Background: an optimization exercise with open tools, aiming at small area, a short achievable clock period and few clock cycles. Do not read the settings as production practice.
Function was checked by simulation only, so behaviour that the tests miss may differ from the original.

==> v36: inputs <==
==> flow/design.v (excerpt) <==
module bcd_calc (
    input  wire        clk,
    input  wire        rst,
    input  wire        cmd_valid,
    input  wire [15:0] cmd,
    output wire        cmd_ready,
    input  wire        ibuf_we,
    input  wire [3:0]  ibuf_addr,
    input  wire [7:0]  ibuf_wdata,
    output wire [7:0]  ibuf_rdata,
    input  wire [3:0]  rd_addr,
    output wire [64:0] rd_data,
    output wire [7:0]  status
);
    localparam [64:0] TRUE_ZERO = {1'b0, 56'd0, 8'd128};
    localparam [2:0] S_IDLE  = 3'd0,
                     S_CLR   = 3'd1,
                     S_PARSE = 3'd2,
                     S_Y     = 3'd3,
                     S_X     = 3'd4,
                     S_E     = 3'd5;
    function [3:0] dig_dbl;
        input [3:0] d;
        input [3:0] lo;
        begin
            dig_dbl[3] = (d[2] & ~d[1] & ~d[0]) | (d[3] & d[0]);
            dig_dbl[2] = (~d[2] & d[1]) | (d[1] & d[0]) | (d[3] & ~d[0]);
            dig_dbl[1] = (~d[3] & ~d[2] & d[0]) | (d[2] & d[1] & ~d[0]) | (d[3] & ~d[0]);
            dig_dbl[0] = lo[3] | (lo[2] & (lo[1] | lo[0]));
        end
    endfunction
    function [3:0] dig_x5;
        input [3:0] d;
        input [3:0] lo;
        reg [2:0] h;
        begin
            h = lo[3:1];
            dig_x5[3] = d[0] & (h[2] | (h[1] & h[0]));
            dig_x5[2] = d[0] ? ~(h[2] | (h[1] & h[0])) : h[2];
            dig_x5[1] = d[0] ? (h[1] ^ h[0]) : h[1];
            dig_x5[0] = d[0] ^ h[0];
        end
    endfunction
    function [59:0] dbl15;
        input [59:0] a;
        integer k;
        begin
            for (k = 0; k < 15; k = k + 1)
                dbl15[4*k +: 4] = dig_dbl(a[4*k +: 4], (k == 0) ? 4'd0 : a[4*k-4 +: 4]);
        end
    endfunction
    function [59:0] x5_15;
        input [59:0] a;
        integer k;
        begin
            for (k = 0; k < 15; k = k + 1)
                x5_15[4*k +: 4] = dig_x5(a[4*k +: 4], (k == 0) ? 4'd0 : a[4*k-4 +: 4]);
        end
    endfunction
    function [64:0] badd;
        input [63:0] a;
        input [63:0] b;
        input        sub;
        input        cin;
        integer k, d;
        reg [3:0]  x, y, pp, gg, r;
        reg [15:0] G, P;
        reg [63:0] pb, gb;
        reg [16:0] c;
        reg        c1, c2, c3;
        begin
            for (k = 0; k < 16; k = k + 1) begin
  ...
Settings: LEC_CHECK=0, CAP_MARGIN=20, CORE_MARGIN=2, CORE_UTILIZATION=40, SLEW_MARGIN=20; clock period 40.0 ns.
standard.sh (not shown) runs the stock make flow with config.mk's settings and CLKGATE_MAP_FILE= SYNTH_SCRIPT=/design/flow/synth_recipe.tcl, a recipe that flattens the netlist after the stock synthesis.
==> flow/flow/run.sh <==
#!/bin/bash
# The standard layout (the standard.sh, unchanged synthesis), with the
# timing repair asked to leave a larger setup margin than the default and
# allowed to resize cells across footprints, so that the resizer works on
# the paths that set the achieved period.
set -euo pipefail
bash standard.sh ABC_AREA=1 SETUP_SLACK_MARGIN=22 TNS_END_PERCENT=100 MATCH_CELL_FOOTPRINT=0 finish > standard_flow.log 2>&1
==> inputs of v39, as changes to v36 <==
--- a/flow/design.v
+++ b/flow/design.v
@@ -171,35 +171,31 @@
     wire [59:0] m4 = dbl15(m2);
     wire [59:0] m8 = dbl15(m4);
     wire [59:0] m5 = x5_15(m1);
     wire [64:0] m3c = badd({4'd0, m2}, {4'd0, m1}, 1'b0, 1'b0);
     wire [64:0] m7c = badd({4'd0, m5}, {4'd0, m2}, 1'b0, 1'b0);
     wire [64:0] m9c = badd({4'd0, m5}, {4'd0, m4}, 1'b0, 1'b0);
-    wire [59:0] m3 = m3c[59:0];
+    reg  [59:0] m3, m7, m9;
+    always @(posedge clk) begin
+        m3 <= m3c[59:0];
+        m7 <= m7c[59:0];
+        m9 <= m9c[59:0];
+    end
     wire [59:0] m6 = dbl15(m3);
-    wire [59:0] m7 = m7c[59:0];
-    wire [59:0] m9 = m9c[59:0];
     wire [59:0] rr = ra[59:0];
     wire [7:0]  rt = rr[59:52];
     wire [9:1]  ck;
-    reg  [7:0]  t3, t6, t7, t9;
-    always @(posedge clk) begin
-        t3 <= m3[59:52];
-        t6 <= m6[59:52];
-        t7 <= m7[59:52];
-        t9 <= m9[59:52];
-    end
     assign ck[1] = rt >= m1[59:52];
     assign ck[2] = rt >= m2[59:52];
-    assign ck[3] = rt >= t3;
+    assign ck[3] = rt >= m3[59:52];
     assign ck[4] = rt >= m4[59:52];
     assign ck[5] = rt >= m5[59:52];
-    assign ck[6] = rt >= t6;
-    assign ck[7] = rt >= t7;
+    assign ck[6] = rt >= m6[59:52];
+    assign ck[7] = rt >= m7[59:52];
     assign ck[8] = rt >= m8[59:52];
-    assign ck[9] = rt >= t9;
+    assign ck[9] = rt >= m9[59:52];
     wire [3:0] qc = ck[9] ? 4'd9 : ck[8] ? 4'd8 : ck[7] ? 4'd7 : ck[6] ? 4'd6 :
                     ck[5] ? 4'd5 : ck[4] ? 4'd4 : ck[3] ? 4'd3 : ck[2] ? 4'd2 :
                     ck[1] ? 4'd1 : 4'd0;
     wire [3:0] qc1 = qc - 4'd1;
     wire [3:0] sda = o_div ? qc  : rb[3:0];
     wire [3:0] sdb = o_div ? qc1 : rb[7:4];
==> flow/flow/run.sh (replaced) <==
#!/bin/bash
# The standard layout (the standard.sh, unchanged synthesis), with the
# timing repair asked to leave a larger setup margin than the default, so
# that the resizer works on the paths that set the achieved period.
set -euo pipefail
bash standard.sh SETUP_SLACK_MARGIN=21 TNS_END_PERCENT=100 finish > standard_flow.log 2>&1
==> run summary <==
* 67.3 mm — WL met3
* 271000 um^2 — area of the core region
* 16600 — initial detailed-routing violation count
* false — RSZ-0062 raised after global routing
* 12000 — Final nets
* 9.58% — adder and majority gate portion of the synthesized area
* 4 — count of buffer and inverter cells on the critical path
* 19710 ps — pre-CTS WS
* 3.67% — final-layout non-clock buffer area share
* 11040 ps — worst endpoint data arrival time
* 116000 um^2 — total placed instance area
* complete, no violations — status
* 217 mm — post-route met1 wirelength
the above is filed under v39

==> run summary <==
* complete, no violations — status
* 128000 um^2 — post-route design area
* 14800 — Final nets
* 10410 ps — worst endpoint data arrival time
* true — RSZ-0062 raised after global routing
* 164 — TritonCTS buffer count
* 19300 ps — pre-CTS WS
* 11.2% — share of layout cells above drive strength 1
* 115000 um^2 — total placed instance area
* 118 — maximum number of pins on one net before global-route repair
* 0% — share of flip-flops with an asynchronous set or reset after synthesis
* 85.7 mm — WL met3
* 4 — H-tree depth
* status_r[4] — Worst Hold Launch
* 11 — count of buffer and inverter cells on the critical path
the above is filed under v36

Testbench counts of v36, summed over its fixed seeds: cycles 10,945.
Testbench counts of v39, summed over its fixed seeds: cycles 10,945.

* * *

==> run a <==
bcd_calc, a different RTL version from the one above (not shown whole).
Settings: LEC_CHECK=0, ABC_AREA=1, CAP_MARGIN=20, CORE_MARGIN=2, CORE_UTILIZATION=40, SLEW_MARGIN=20; clock period 40.0 ns.
==> flow/flow/run.sh <==
#!/bin/bash
# The standard layout (the standard.sh, unchanged synthesis), with the
# timing repair asked to leave a larger setup margin than the default, so
# that the resizer works on the paths that set the achieved period.
set -euo pipefail
bash standard.sh SETUP_SLACK_MARGIN=21 TNS_END_PERCENT=100 finish > standard_flow.log 2>&1
==> run b (differences from run a) <==
--- a/flow/design.v
+++ b/flow/design.v
@@ -127,49 +127,37 @@
     endfunction
     reg [64:0] dr [0:15];
     reg [7:0]  ibuf [0:15];
     reg [7:0]  status_r;
     reg [2:0]  state;
     reg        idle;
     reg        o_par, o_add, o_sub, o_mul, o_div;
     reg [3:0]  rd_r;               
-    reg [15:0] ia;                 
+    reg [3:0]  rs1_r;
+    reg [3:0]  ia;                 
     reg        ys_r, yz_r;         
     reg [55:0] my_r;
     reg [7:0]  ey_r;
     reg [63:0] ra;                 
     reg [55:0] rb;                 
     reg        xs_r;
     reg [7:0]  xe_r;               
     reg [3:0]  sh;                 
     reg        eff_r;              
     reg [2:0]  cnt;
     reg [3:0]  dcnt;
     reg        lz;                 
+    reg        first;              
     assign cmd_ready  = idle;
     assign ibuf_rdata = ibuf[ibuf_addr];
     assign status     = status_r;
-    reg  [64:0] rsel;
-    wire [15:0] sel = 16'd1 << rd_addr;
-    integer r;
-    always @(*) begin
-        rsel = 65'd0;
-        for (r = 0; r < 16; r = r + 1)
-            rsel = rsel | ({65{sel[r]}} & dr[r]);
-    end
-    assign rd_data = rsel;
-    reg  [64:0] pv;
-    wire [15:0] isel = idle ? (16'd1 << cmd[3:0]) : ia;
-    always @(*) begin
-        pv = 65'd0;
-        for (r = 0; r < 16; r = r + 1)
-            pv = pv | ({65{isel[r]}} & dr[r]);
-    end
-    wire [64:0] yv = pv;
+    wire [3:0]  pa = idle ? rd_addr : ia;
+    wire [64:0] pv = dr[pa];
+    assign rd_data = pv;
     wire        px_s = pv[64];
     wire [55:0] px_m = pv[63:8];
     wire [7:0]  px_e = pv[7:0];
     wire        px_z = (px_m == 56'd0);
     wire [3:0] c_op  = cmd[15:12];
     wire       c_par = (c_op == 4'h1) && (cmd[7:0] == 8'h00);
     wire       c_ari = (c_op == 4'h2) || (c_op == 4'h3) || (c_op == 4'h4) || (c_op == 4'h5);
     wire [59:0] m1 = {4'd0, my_r};
@@ -228,19 +216,17 @@
         end
     endfunction
     wire [59:0] ma = msel(sda, m1, m2, m3, m4, m5, m6, m7, m8, m9);
     wire [59:0] mb = msel(sdb, m1, m2, m3, m4, m5, m6, m7, m8, m9);
     wire        x_gt_e = px_e > ey_r;
     wire        x_eq_e = px_e == ey_r;
     wire [7:0]  ed     = x_gt_e ? (px_e - ey_r) : (ey_r - px_e);
     wire        far    = ed > 8'd14;
-    wire        mx_ge  = ge56(px_m, my_r);
-    wire        x_lt_y = !mx_ge;
-    wire        xbig   = x_gt_e || (x_eq_e && mx_ge);
+    wire        xbig   = x_gt_e || (x_eq_e && ge56(px_m, my_r));
     wire        effadd = o_sub ? (px_s != ys_r) : (px_s == ys_r);
     wire [64:0] y_neg  = {ys_r ^ o_sub, my_r, ey_r};
     wire [63:0] s16 = {rb, 8'd0} >> {sh, 2'b00};
     wire [63:0] aa_a = o_div ? {4'd0, rr} : o_mul ? {8'd0, ra[59:4]} : ra;
     wire [63:0] aa_b = o_add ? s16 : {4'd0, ma};
     wire        aa_s = o_div || (o_add && !eff_r);
     wire [64:0] aa   = badd(aa_a, aa_b, aa_s, aa_s);
     wire [63:0] ab_a = o_div ? {4'd0, rr} : {8'd0, aa[59:4]};
@@ -303,18 +289,17 @@
     end
     wire p_pre = ((ibuf[0] == 8'h20) || (ibuf[0] == 8'h2D)) &&
                  (!has_e || (((ibuf[13] == 8'h2B) || (ibuf[13] == 8'h2D)) &&
                              is_digit(ibuf[14]) && is_digit(ibuf[15])));
     wire p_ok = p_pre && !p_bad;
     wire [6:0] p_mag = {ibuf[14][3:0], 3'd0} + {2'd0, ibuf[14][3:0], 1'b0} + {3'd0, ibuf[15][3:0]};
     wire [7:0] p_e0  = !has_e ? 8'd128 :
                        (ibuf[13] == 8'h2B) ? (8'd128 + {1'b0, p_mag}) : (8'd128 - {1'b0, p_mag});
-    wire [63:0] nv = (idle || o_par) ? {pg, 4'd0} :
-                     o_div ? {rb, 8'd0} : as_v;
+    wire [63:0] nv = o_par ? {pg, 4'd0} : as_v;
     reg  [3:0]  nz;
     reg         nz_done;
     integer z;
     always @(*) begin
         nz = 4'd15;
         nz_done = 1'b0;
         for (z = 0; z < 15; z = z + 1) begin
             if (!nz_done && nv[63 - 4*z -: 4] != 4'd0) begin
@@ -336,26 +321,16 @@
         w_en  = 1'b0;
         w_val = TRUE_ZERO;
         w_st  = 8'h00;
         done  = 1'b0;
         case (state)
         S_CLR: begin
             w_en = 1'b1;
         end
-        S_IDLE: begin
-            if (cmd_valid && c_par && !ibuf_we) begin
-                done = 1'b1;
-                if (!p_ok) w_st = 8'h04;
-                else begin
-                    w_en = 1'b1;
-                    if (!n_zero) w_val = {ibuf[0] == 8'h2D, n_sh[63:8], p_e};
-                end
-            end
-        end
         S_PARSE: begin
             done = 1'b1;
             if (!p_ok) w_st = 8'h04;
             else begin
                 w_en = 1'b1;
                 if (!n_zero) w_val = {ibuf[0] == 8'h2D, n_sh[63:8], p_e};
             end
         end
@@ -407,30 +382,24 @@
                     w_st  = (mul_e < 10'sd1 || mul_e > 10'sd255) ? 8'h02 : 8'h00;
                 end
             end else begin
                 if (dcnt == 4'd13) begin
                     w_en  = 1'b1;
                     done  = 1'b1;
                     w_val = {xs_r ^ ys_r, rb[51:0], qd, div_e[7:0]};
                     w_st  = (div_e < 10'sd1 || div_e > 10'sd255) ? 8'h02 : 8'h00;
-                end else if (rr == 60'd0) begin
-                    w_en  = 1'b1;
-                    done  = 1'b1;
-                    w_val = {xs_r ^ ys_r, n_sh[63:8], div_e[7:0]};
-                    w_st  = (div_e < 10'sd1 || div_e > 10'sd255) ? 8'h02 : 8'h00;
                 end
             end
         end
         default: ;
         endcase
     end
-    wire [3:0] wa = idle ? cmd[11:8] : rd_r;
     always @(posedge clk) begin
-        if (w_en) dr[wa] <= w_val;
+        if (w_en) dr[rd_r] <= w_val;
         if (state == S_CLR)
             ibuf[rd_r] <= 8'h00;
         else if (ibuf_we && idle)
             ibuf[ibuf_addr] <= ibuf_wdata;
     end
     always @(posedge clk) begin
         if (rst) begin
             state    <= S_CLR;
@@ -444,67 +413,74 @@
                 if (rd_r == 4'd15) begin
                     state <= S_IDLE;
                     idle  <= 1'b1;
                 end
             end
             S_IDLE: begin
                 if (cmd_valid) begin
                     rd_r  <= cmd[11:8];
-                    ia    <= 16'd1 << cmd[7:4];
-                    ys_r  <= yv[64];
-                    my_r  <= yv[63:8];
-                    ey_r  <= yv[7:0];
-                    yz_r  <= (yv[63:8] == 56'd0);
-                    ra    <= 64'd0;
+                    rs1_r <= cmd[7:4];
+                    ia    <= cmd[3:0];
                     o_par <= c_par;
                     o_add <= (c_op == 4'h2) || (c_op == 4'h3);
                     o_sub <= (c_op == 4'h3);
                     o_mul <= (c_op == 4'h4);
                     o_div <= (c_op == 4'h5);
-                    if (c_ari || (c_par && ibuf_we)) begin
+                    if (c_par || c_ari) begin
                         idle  <= 1'b0;
-                        state <= c_par ? S_PARSE : S_X;
-                    end else if (!c_par) begin
+                        state <= c_par ? S_PARSE : S_Y;
+                    end else begin
                         status_r <= 8'h10;
                     end
                 end
             end
+            S_Y: begin
+                ia    <= rs1_r;
+                ys_r  <= px_s;
+                my_r  <= px_m;
+                ey_r  <= px_e;
+                yz_r  <= px_z;
+                ra    <= 64'd0;
+                state <= S_X;
+            end
             S_X: begin
                 xs_r <= px_s;
                 xe_r <= px_e;
                 cnt  <= 3'd0;
                 lz   <= 1'b0;
                 dcnt <= 4'd0;
                 if (o_add) begin
                     ra    <= {xbig ? px_m : my_r, 8'd0};
                     rb    <= xbig ? my_r : px_m;
                     xe_r  <= xbig ? px_e : ey_r;
                     xs_r  <= effadd ? px_s : (px_s ^ !xbig);
                     sh    <= ed[3:0];
                     eff_r <= effadd;
-                end else if (o_mul) begin
-                    rb <= px_m;
                 end else begin
-                    ra[59:0] <= x_lt_y ? {px_m, 4'd0} : {4'd0, px_m};
-                    lz       <= x_lt_y;
-                    rb       <= 56'd0;
+                    if (o_div) ra[59:0] <= {4'd0, px_m};
+                    rb <= px_m;
                 end
+                first <= 1'b1;
                 state <= S_E;
             end
             S_E: begin
                 if (o_mul) begin
                     ra[59:0] <= ab[59:0];
                     rb  <= {8'd0, rb[55:8]};
                     cnt <= cnt + 3'd1;
                 end else if (o_div) begin
                     ra[59:0] <= {d_rem, 4'd0};
-                    rb   <= {rb[51:0], qd};
-                    dcnt <= dcnt + 4'd1;
+                    if (first && qd == 4'd0) lz <= 1'b1;
+                    else begin
+                        rb   <= {rb[51:0], qd};
+                        dcnt <= dcnt + 4'd1;
+                    end
                 end
+                first <= 1'b0;
             end
             default: ;
             endcase
             if (done) begin
                 status_r <= w_st;
                 state    <= S_IDLE;
                 idle     <= 1'b1;
             end
==> flow/run.sh (new file) <==
#!/bin/bash
# synth_recipe.tcl (not shown) runs the flow's synth.tcl, then flattens the netlist and writes it again
# the make line also repeats each setting of config.mk as NAME=value (left out here)
make -C /OpenROAD-flow-scripts/flow DESIGN_CONFIG=/design/flow/config.mk WORK_HOME=/design/flow/orfs CLKGATE_MAP_FILE= SYNTH_SCRIPT=/design/flow/synth_recipe.tcl finish
Settings changed: ABC_AREA 1 to default.
removed: flow/flow/run.sh
removed: flow/standard.sh
==> run c (differences from run a) <==
--- a/flow/design.v
+++ b/flow/design.v
@@ -127,16 +127,17 @@
     endfunction
     reg [64:0] dr [0:15];
     reg [7:0]  ibuf [0:15];
     reg [7:0]  status_r;
     reg [2:0]  state;
     reg        idle;
     reg        o_par, o_add, o_sub, o_mul, o_div;
     reg [3:0]  rd_r;               
+    reg [3:0]  rs1_r;
     reg [15:0] ia;                 
     reg        ys_r, yz_r;         
     reg [55:0] my_r;
     reg [7:0]  ey_r;
     reg [63:0] ra;                 
     reg [55:0] rb;                 
     reg        xs_r;
     reg [7:0]  xe_r;               
@@ -144,70 +145,59 @@
     reg        eff_r;              
     reg [2:0]  cnt;
     reg [3:0]  dcnt;
     reg        lz;                 
     assign cmd_ready  = idle;
     assign ibuf_rdata = ibuf[ibuf_addr];
     assign status     = status_r;
     reg  [64:0] rsel;
-    wire [15:0] sel = 16'd1 << rd_addr;
+    wire [15:0] sel = idle ? (16'd1 << rd_addr) : ia;
     integer r;
     always @(*) begin
         rsel = 65'd0;
         for (r = 0; r < 16; r = r + 1)
             rsel = rsel | ({65{sel[r]}} & dr[r]);
     end
     assign rd_data = rsel;
-    reg  [64:0] pv;
-    wire [15:0] isel = idle ? (16'd1 << cmd[3:0]) : ia;
-    always @(*) begin
-        pv = 65'd0;
-        for (r = 0; r < 16; r = r + 1)
-            pv = pv | ({65{isel[r]}} & dr[r]);
-    end
-    wire [64:0] yv = pv;
+    wire [64:0] pv = rsel & {65{!idle}};
     wire        px_s = pv[64];
     wire [55:0] px_m = pv[63:8];
     wire [7:0]  px_e = pv[7:0];
     wire        px_z = (px_m == 56'd0);
     wire [3:0] c_op  = cmd[15:12];
     wire       c_par = (c_op == 4'h1) && (cmd[7:0] == 8'h00);
     wire       c_ari = (c_op == 4'h2) || (c_op == 4'h3) || (c_op == 4'h4) || (c_op == 4'h5);
     wire [59:0] m1 = {4'd0, my_r};
     wire [59:0] m2 = dbl15(m1);
     wire [59:0] m4 = dbl15(m2);
     wire [59:0] m8 = dbl15(m4);
     wire [59:0] m5 = x5_15(m1);
     wire [64:0] m3c = badd({4'd0, m2}, {4'd0, m1}, 1'b0, 1'b0);
     wire [64:0] m7c = badd({4'd0, m5}, {4'd0, m2}, 1'b0, 1'b0);
     wire [64:0] m9c = badd({4'd0, m5}, {4'd0, m4}, 1'b0, 1'b0);
-    wire [59:0] m3 = m3c[59:0];
+    reg  [59:0] m3, m7, m9;
+    always @(posedge clk) begin
+        m3 <= m3c[59:0];
+        m7 <= m7c[59:0];
+        m9 <= m9c[59:0];
+    end
     wire [59:0] m6 = dbl15(m3);
-    wire [59:0] m7 = m7c[59:0];
-    wire [59:0] m9 = m9c[59:0];
     wire [59:0] rr = ra[59:0];
     wire [7:0]  rt = rr[59:52];
     wire [9:1]  ck;
-    reg  [7:0]  t3, t6, t7, t9;
-    always @(posedge clk) begin
-        t3 <= m3[59:52];
-        t6 <= m6[59:52];
-        t7 <= m7[59:52];
-        t9 <= m9[59:52];
-    end
     assign ck[1] = rt >= m1[59:52];
     assign ck[2] = rt >= m2[59:52];
-    assign ck[3] = rt >= t3;
+    assign ck[3] = rt >= m3[59:52];
     assign ck[4] = rt >= m4[59:52];
     assign ck[5] = rt >= m5[59:52];
-    assign ck[6] = rt >= t6;
-    assign ck[7] = rt >= t7;
+    assign ck[6] = rt >= m6[59:52];
+    assign ck[7] = rt >= m7[59:52];
     assign ck[8] = rt >= m8[59:52];
-    assign ck[9] = rt >= t9;
+    assign ck[9] = rt >= m9[59:52];
     wire [3:0] qc = ck[9] ? 4'd9 : ck[8] ? 4'd8 : ck[7] ? 4'd7 : ck[6] ? 4'd6 :
                     ck[5] ? 4'd5 : ck[4] ? 4'd4 : ck[3] ? 4'd3 : ck[2] ? 4'd2 :
                     ck[1] ? 4'd1 : 4'd0;
     wire [3:0] qc1 = qc - 4'd1;
     wire [3:0] sda = o_div ? qc  : rb[3:0];
     wire [3:0] sdb = o_div ? qc1 : rb[7:4];
     function [59:0] msel;
         input [3:0]  s;
@@ -444,35 +434,40 @@
                 if (rd_r == 4'd15) begin
                     state <= S_IDLE;
                     idle  <= 1'b1;
                 end
             end
             S_IDLE: begin
                 if (cmd_valid) begin
                     rd_r  <= cmd[11:8];
-                    ia    <= 16'd1 << cmd[7:4];
-                    ys_r  <= yv[64];
-                    my_r  <= yv[63:8];
-                    ey_r  <= yv[7:0];
-                    yz_r  <= (yv[63:8] == 56'd0);
-                    ra    <= 64'd0;
+                    rs1_r <= cmd[7:4];
+                    ia    <= 16'd1 << cmd[3:0];
                     o_par <= c_par;
                     o_add <= (c_op == 4'h2) || (c_op == 4'h3);
                     o_sub <= (c_op == 4'h3);
                     o_mul <= (c_op == 4'h4);
                     o_div <= (c_op == 4'h5);
                     if (c_ari || (c_par && ibuf_we)) begin
                         idle  <= 1'b0;
-                        state <= c_par ? S_PARSE : S_X;
+                        state <= c_par ? S_PARSE : S_Y;
                     end else if (!c_par) begin
                         status_r <= 8'h10;
                     end
                 end
             end
+            S_Y: begin
+                ia    <= 16'd1 << rs1_r;
+                ys_r  <= px_s;
+                my_r  <= px_m;
+                ey_r  <= px_e;
+                yz_r  <= px_z;
+                ra    <= 64'd0;
+                state <= S_X;
+            end
             S_X: begin
                 xs_r <= px_s;
                 xe_r <= px_e;
                 cnt  <= 3'd0;
                 lz   <= 1'b0;
                 dcnt <= 4'd0;
                 if (o_add) begin
                     ra    <= {xbig ? px_m : my_r, 8'd0};
==> flow/flow/run.sh (replaced) <==
#!/bin/bash
# The standard layout (the standard.sh, unchanged synthesis), with the
# timing repair asked to leave a larger setup margin than the default and
# allowed to resize cells across footprints, so that the resizer works on
# the paths that set the achieved period.
set -euo pipefail
bash standard.sh SETUP_SLACK_MARGIN=22 TNS_END_PERCENT=100 MATCH_CELL_FOOTPRINT=0 finish > standard_flow.log 2>&1
Settings changed: CORE_UTILIZATION 40 to 55.
==> comparison table <==
Result of the run: run c did not finish; run b finished clean; run a finished clean
Stage where the flow stopped: run c global routing; run b -; run a -
Final weighted congestion in routability-driven placement: run c 1.161; run b 1.054; run a 1.078
Cell count of the worst reg-to-reg path: run c -; run b 72; run a 72
Standard-cell rows: run c 165; run b 190; run a 198
Number of flip-flops and latches: run c -; run b 1429; run a 1436
Number of placed instances, taps included: run c 15775; run b 14045; run a 18566
Worst hold slack: run c -; run b 538.9 ps; run a 527.7 ps
Post-Route Setup TNS: run c -; run b 0 ps; run a 0 ps
Worst Hold Class: run c -; run b register to register; run a register to register
Simple-Gate Fraction of Synth Area: run c 17.82%; run b 11.82%; run a 19.43%
Synth Area in Adders: run c 9.368%; run b 9.695%; run a 8.949%
Share of the final layout cell area in multi-input gates: run c -; run b 51.26%; run a 48.92%
Mapped Area: run c 111600 µm²; run b 107500 µm²; run a 116300 µm²
Share of cell area taken by flip-flops and latches: run c -; run b 35.35%; run a 32.88%
CP Launch Point: run c -; run b rd_addr[0]; run a rd_addr[1]
Total of cells resized after clock tree synthesis: run c 717; run b 0; run a 163
Overall die area: run c -; run b 273000 µm²; run a 295200 µm²
Reg2reg setup slack: run c -; run b 17740 ps; run a 21660 ps
Post-DR wirelength/cell: run c -; run b 38.61 µm; run a 32.54 µm
Testbench counts of run a, summed over its fixed seeds: cycles 10,068.
Testbench counts of run b, summed over its fixed seeds: cycles 12,004.
Testbench counts of run c, summed over its fixed seeds: cycles 10,945.

static timing again, ports no longer ideal:
The results above use ideal ports. As a check the final layouts listed here were re-extracted and re-timed, cells and wires unchanged.
Step 1 (the two cells are an assumption about what drives the block):
set clk [get_ports {clk}]
set_driving_cell -lib_cell sky130_fd_sc_hd__clkbuf_16 $clk
set_driving_cell -lib_cell sky130_fd_sc_hd__buf_2 [delete_from_list [all_inputs] $clk]
Step 2 times the ports against the registers' clock, not the clock port: input delays grow and output delays shrink by t, the midpoint of the rising clock arrivals with the driver on.
Slacks: no drivers / after step 1 / after step 2; pairs: no drivers / after step 1.
run | shift t [ns] | slack for setup (ns) | latest minus earliest clock arrival (ns)
v36 | 1.004 | 21.589 / 21.540 / 21.016 | 0.121 / 0.121
v39 | 0.968 | 20.965 / 20.849 / 20.562 | 0.101 / 0.100
run a | 0.953 | 20.902 / 20.857 / 20.325 | 0.095 / 0.095
run b | 0.939 | 17.406 / 17.385 / 17.385 | 0.100 / 0.100
After both steps every run listed still meets setup and hold. For run a, which loses most, drivers alone change the setup slack by -0.045 ns; drivers and shift together by -0.577 ns.
